Context: an optimization exercise on an open-source flow, tuned for small area and a short achievable clock period. The choices shown serve that exercise and are no tape-out recipe.
The RTL was checked by simulation tests, not by an equivalence proof against the original design.
Power and IR drop assume default switching activity.

## lane 1
// cao_pipe
module cao_pipe (
    input  wire        clk,
    input  wire        rst,           
    input  wire [31:0] last_pc,       
    output wire        imem_en,
    output wire [31:0] imem_addr,
    input  wire [63:0] imem_rdata,
    output wire        dmem_en,
    output wire        dmem_we,
    output wire [11:0] dmem_addr,
    output wire [31:0] dmem_wdata,
    input  wire [31:0] dmem_rdata,
    output wire        halted,
    output wire        faulted,
    output wire [31:0] fault_addr,
    output wire [31:0] cycle_count,
    output wire [31:0] retired_count,
    input  wire [3:0]  dbg_sel,
    output wire [31:0] dbg_data
);
==> flow/config.mk <==
export PLATFORM = sky130hd
export DESIGN_NAME = cao_pipe
export DESIGN_NICKNAME = cao_pipe
export VERILOG_FILES = /design/flow/design.v
export SDC_FILE = /design/flow/constraint.sdc
export NUM_CORES = 4
export LEC_CHECK = 0
export CAP_MARGIN = 10
export CELL_PAD_IN_SITES_DETAIL_PLACEMENT = 1
export CELL_PAD_IN_SITES_GLOBAL_PLACEMENT = 2
export CORE_MARGIN = 2
export CORE_UTILIZATION = 50
export CTS_BUF_LIST = sky130_fd_sc_hd__clkbuf_8
export CTS_CLUSTER_SIZE = 24
export PLACE_DENSITY = 0.65
export SLEW_MARGIN = 10
export SETUP_SLACK_MARGIN = 5.5
export BUFFER_PORTS_ARGS = -buffer_cell sky130_fd_sc_hd__buf_1
==> flow/constraint.sdc <==
create_clock -name core_clock -period 12.0 [get_ports {clk}]
set_input_delay 2.4000 -clock core_clock [delete_from_list [all_inputs] [get_ports {clk}]]
set_output_delay 2.4000 -clock core_clock [all_outputs]
set_load 0.01 [all_outputs]
standard.sh (not shown) runs the stock make flow with config.mk's settings and CLKGATE_MAP_FILE= SYNTH_SCRIPT=/design/flow/synth_recipe.tcl, a recipe that flattens the netlist after the stock synthesis.
==> flow/flow/run.sh <==
#!/bin/bash
# The standard layout, with two changes to how ORFS optimises it:
#  - the ports are buffered with buf_1 cells instead of ORFS's default pick
#    (a slow delay cell), still one buffer on every input and output port;
#  - repair_timing aims for a setup slack of 5.5 ns instead of 0.
# Synthesis, floorplan, power grid, tap cells, CTS and routing are the standard flow's own
# (standard.sh); the clock and constraints are unchanged.
set -euo pipefail
cat >> config.mk << 'X'
export SETUP_SLACK_MARGIN = 5.5
export BUFFER_PORTS_ARGS = -buffer_cell sky130_fd_sc_hd__buf_1
X
bash standard.sh > standard_make.log 2>&1
Lane 1 has completed all stages; timing, DRC and antenna checks passed.
diff inputs: lane 1 => lane 4
Settings: a change of CELL_PAD_IN_SITES_DETAIL_PLACEMENT from 1 to 0; a change of CAP_MARGIN from 10 to 20; a change of PLACE_DENSITY from 0.65 to 0.7; a change of CORE_UTILIZATION from 50 to 55; a change of CELL_PAD_IN_SITES_GLOBAL_PLACEMENT from 2 to 1; a change of SLEW_MARGIN from 10 to 20.
Notes after the runs:
Lane 4 closes out successfully: all stages finished, all timing, DRC and antenna checks passed. Between lane 4 and lane 1, it is lane 4 whose detailed-route wire length is lower, by 6.0%. Changes observed in lane 4 relative to lane 1: wire length on met2 shrank by 9600 um, final period utilization went up 0.20 points. Relative to lane 1, the met1 wire length measured on lane 4 has decreased by a little under 10%. Launching instance or port of the critical path: dbg_sel[0] -> lane 4, dbg_sel[1] -> lane 1.

* * *

Starting RTL as in the previous note.
==> flow/config.mk <==
export PLATFORM = sky130hd
export DESIGN_NAME = cao_pipe
export DESIGN_NICKNAME = cao_pipe
export VERILOG_FILES = /design/flow/design.v
export SDC_FILE = /design/flow/constraint.sdc
export NUM_CORES = 4
export LEC_CHECK = 0
export CAP_MARGIN = 20
export CELL_PAD_IN_SITES_DETAIL_PLACEMENT = 0
export CELL_PAD_IN_SITES_GLOBAL_PLACEMENT = 1
export CORE_MARGIN = 2
export CORE_UTILIZATION = 58
export CTS_BUF_LIST = sky130_fd_sc_hd__clkbuf_8
export CTS_CLUSTER_SIZE = 24
export PLACE_DENSITY = 0.72
export SLEW_MARGIN = 20
export TNS_END_PERCENT = 20
export SETUP_SLACK_MARGIN = 5.5
export BUFFER_PORTS_ARGS = -buffer_cell sky130_fd_sc_hd__buf_1
==> flow/constraint.sdc <==
create_clock -name core_clock -period 12.0 [get_ports {clk}]
set_input_delay 2.4000 -clock core_clock [delete_from_list [all_inputs] [get_ports {clk}]]
set_output_delay 2.4000 -clock core_clock [all_outputs]
set_load 0.01 [all_outputs]
Scripts as last shown in full above: flow/flow/run.sh
Rerun with:
CELL_PAD_IN_SITES_DETAIL_PLACEMENT = 1   (was 0)
CELL_PAD_IN_SITES_GLOBAL_PLACEMENT = 2   (was 1)
CORE_UTILIZATION = 50   (was 58)
PLACE_DENSITY = 0.65   (was 0.72)
The changed run completed with no timing, DRC or antenna violations.
Power decreases by a little under a tenth.
Final area increases slightly.
Clock power decreases by a few percent.
Cell count increases by a few percent.
Wire length increases by roughly a tenth.

* * *

Starting RTL as in the previous note.
export LEC_CHECK = 0
export CAP_MARGIN = 20
export CELL_PAD_IN_SITES_DETAIL_PLACEMENT = 1
export CELL_PAD_IN_SITES_GLOBAL_PLACEMENT = 2
export CORE_MARGIN = 2
export CORE_UTILIZATION = 50
export CTS_BUF_LIST = sky130_fd_sc_hd__clkbuf_4
export PLACE_DENSITY = 0.65
export SLEW_MARGIN = 20
export SETUP_SLACK_MARGIN = 5.5
export BUFFER_PORTS_ARGS = -buffer_cell sky130_fd_sc_hd__buf_2
create_clock -name core_clock -period 12.0 [get_ports {clk}]
==> flow/flow/run.sh <==
#!/bin/bash
# The standard layout, with two changes to how ORFS optimises it:
#  - the ports are buffered with buf_2 cells instead of ORFS's default pick
#    (a slow delay cell), still one buffer on every input and output port;
#  - repair_timing aims for a setup slack of 5.5 ns instead of 0.
# Synthesis, floorplan, power grid, tap cells, CTS and routing are the standard flow's own
# (standard.sh); the clock and constraints are unchanged.
set -euo pipefail
cat >> config.mk << 'X'
export SETUP_SLACK_MARGIN = 5.5
export BUFFER_PORTS_ARGS = -buffer_cell sky130_fd_sc_hd__buf_2
X
bash standard.sh > standard_make.log 2>&1
Rerun with:
--- a/flow/flow/run.sh
+++ b/flow/flow/run.sh
@@ -3 +3 @@
-#  - the ports are buffered with buf_2 cells instead of ORFS's default pick
+#  - the ports are buffered with buf_1 cells instead of ORFS's default pick
@@ -5 +5 @@
-#  - repair_timing aims for a setup slack of 5.5 ns instead of 0.
+#  - repair_timing aims for a setup slack of 5.6 ns instead of 0.
@@ -10,2 +10,2 @@
-export SETUP_SLACK_MARGIN = 5.5
-export BUFFER_PORTS_ARGS = -buffer_cell sky130_fd_sc_hd__buf_2
+export SETUP_SLACK_MARGIN = 5.6
+export BUFFER_PORTS_ARGS = -buffer_cell sky130_fd_sc_hd__buf_1
- BUFFER_PORTS_ARGS: -buffer_cell sky130_fd_sc_hd__buf_2 -> -buffer_cell sky130_fd_sc_hd__buf_1
- CELL_PAD_IN_SITES_DETAIL_PLACEMENT: 1 -> 0
- CELL_PAD_IN_SITES_GLOBAL_PLACEMENT: 2 -> 1
- CORE_UTILIZATION: 50 -> 55
- CTS_BUF_LIST: sky130_fd_sc_hd__clkbuf_4 -> sky130_fd_sc_hd__clkbuf_8
- CTS_CLUSTER_SIZE: default -> 24
- PLACE_DENSITY: 0.65 -> 0.7
- SETUP_SLACK_MARGIN: 5.5 -> 5.6
- TNS_END_PERCENT: default -> 20
Result: The changed run finished with timing, DRC and antenna clean; fmax goes up by about 0.34%; worst setup slack gains 22 ps; final cell count goes down by about 4%; clock-buffer cell count goes down by 156; non-clock buffer count goes down by 32; core utilization goes up by 5.0 points; critical path depth stays the same; power goes up by about 9%; clock power goes up by about 5%; sequential power goes down by about 0.9%.
Rerun with:
--- a/flow/flow/run.sh
+++ b/flow/flow/run.sh
@@ -5 +5 @@
-#  - repair_timing aims for a setup slack of 5.6 ns instead of 0.
+#  - repair_timing aims for a setup slack of 5.5 ns instead of 0.
@@ -10 +10 @@
-export SETUP_SLACK_MARGIN = 5.6
+export SETUP_SLACK_MARGIN = 5.5
- CELL_PAD_IN_SITES_DETAIL_PLACEMENT: 0 -> 1
- CELL_PAD_IN_SITES_GLOBAL_PLACEMENT: 1 -> 2
- CORE_UTILIZATION: 55 -> 50
- PLACE_DENSITY: 0.7 -> 0.65
- SETUP_SLACK_MARGIN: 5.6 -> 5.5
- TNS_END_PERCENT: 20 -> default
- die area rose by 9.9%
- sequential share of layout area is about the same
- maximum frequency falls by 1.0%
- routed wire length increases by 6.0%
- combinational power fell by 14%
Rerun with:
--- a/flow/flow/run.sh
+++ b/flow/flow/run.sh
@@ -3 +3 @@
-#  - the ports are buffered with buf_1 cells instead of ORFS's default pick
+#  - the ports are buffered with buf_2 cells instead of ORFS's default pick
@@ -11 +11 @@
-export BUFFER_PORTS_ARGS = -buffer_cell sky130_fd_sc_hd__buf_1
+export BUFFER_PORTS_ARGS = -buffer_cell sky130_fd_sc_hd__buf_2
- BUFFER_PORTS_ARGS: -buffer_cell sky130_fd_sc_hd__buf_1 -> -buffer_cell sky130_fd_sc_hd__buf_2
- CORE_UTILIZATION: 50 -> 60
- PLACE_DENSITY: 0.65 -> 0.72
=>
- Now the flow never finished: it broke off in global placement without I/O (GPL-0301)
- area after synthesis does not change
- synthesized cell count does not change

* * *

Another version of the RTL of cao_pipe (not shown whole).
Size: about 340 I/O pins.
clock: 12.0 ns
lec_check: 0
cap_margin: 20
cell_pad_in_sites_detail_placement: 1
cell_pad_in_sites_global_placement: 2
core_margin: 2
core_utilization: 40
place_density: 0.55
setup_slack_margin: 5
slew_margin: 20
run.sh (not shown) runs the stock make flow with config.mk's settings and CLKGATE_MAP_FILE= SYNTH_SCRIPT=/design/flow/synth_recipe.tcl, a recipe that flattens the netlist after the stock synthesis.
Stock flow here: none of the scripts above is used.
Next try:
==> flow/flow/run.sh (new file) <==
#!/bin/bash
# The standard layout, with two changes to how ORFS optimises it:
#  - the ports are buffered with buf_2 cells instead of ORFS's default pick
#    (a slow delay cell), still one buffer on every input and output port;
#  - repair_timing aims for a setup slack of 5.5 ns instead of 0.
# Synthesis, floorplan, power grid, tap cells, CTS and routing are the standard flow's own
# (standard.sh); the clock and constraints are unchanged.
set -euo pipefail
cat >> config.mk << 'X'
export SETUP_SLACK_MARGIN = 5.5
export BUFFER_PORTS_ARGS = -buffer_cell sky130_fd_sc_hd__buf_2
X
bash standard.sh > standard_make.log 2>&1
==> flow/standard.sh (new file) <==
#!/bin/bash
# synth_recipe.tcl (not shown) runs the flow's synth.tcl, then flattens the netlist and writes it again
# the make line also repeats each setting of config.mk as NAME=value (left out here)
make -C /OpenROAD-flow-scripts/flow DESIGN_CONFIG=/design/flow/config.mk WORK_HOME=/design/flow/orfs CLKGATE_MAP_FILE= SYNTH_SCRIPT=/design/flow/synth_recipe.tcl "${@:-finish}"
BUFFER_PORTS_ARGS = -buffer_cell sky130_fd_sc_hd__buf_2   (was unset)
SETUP_SLACK_MARGIN = 5.5   (was 5)
removed: flow/run.sh
=> Wire length grows by 1.0%; design area went up by 0.56%; combinational power is higher by about 2%; via count rises by 0.63%; non-clock buffer count increases by 91; utilization goes up by 0.26 points.

separate check: timing with driven ports:
In the flow no input, the clock included, has a driving cell. The finished layouts below were timed again as built, in two steps.
Step 1 (the two cells are an assumption about what drives the block):
set clk [get_ports {clk}]
set_driving_cell -lib_cell sky130_fd_sc_hd__clkbuf_16 $clk
set_driving_cell -lib_cell sky130_fd_sc_hd__buf_2 [delete_from_list [all_inputs] $clk]
Step 2 moves the port delays by t, midway between the first and last clock arrival at a register: inputs arrive t later, outputs are due t later. That takes back most of the time a late clock gives input paths.
a / b / c = no drivers / after step 1 / after step 2; a / b = the first two.
| run | t (ns) | slack for setup (ns) | hold slack, ns | latest minus earliest clock arrival (ns) |
|---|---|---|---|---|
| lane 1 | 0.923 | 5.462 / 5.422 / 5.422 | 0.397 / 0.397 / 0.397 | 0.069 / 0.069 |
| lane 4 | 0.936 | 5.437 / 5.417 / 5.417 | 0.392 / 0.392 / 0.392 | 0.062 / 0.062 |
| the first run of note 2 | 0.946 | 5.360 / 5.339 / 5.339 | 0.392 / 0.392 / 0.392 | 0.052 / 0.051 |
| the second run of note 2 | 0.941 | 5.424 / 5.386 / 5.386 | 0.395 / 0.395 / 0.395 | 0.048 / 0.048 |
| the first run of note 3 | 1.249 | 5.473 / 5.446 / 5.446 | 0.398 / 0.398 / 0.398 | 0.075 / 0.075 |
| the second run of note 3 | 0.945 | 5.495 / 5.472 / 5.472 | 0.392 / 0.392 / 0.392 | 0.081 / 0.081 |
| the third run of note 3 | 0.935 | 5.428 / 5.384 / 5.384 | 0.395 / 0.395 / 0.395 | 0.049 / 0.049 |
| the first run of note 4 | 0.810 | 4.990 / 4.968 / 4.968 | 0.400 / 0.400 / 0.400 | 0.057 / 0.057 |
| the second run of note 4 | 0.804 | 5.431 / 5.359 / 5.359 | 0.391 / 0.391 / 0.391 | 0.089 / 0.089 |
After both steps every run listed still meets setup and hold. For the second run of note 4, which loses most, drivers alone change the setup slack by -0.072 ns; drivers and shift together by -0.072 ns.
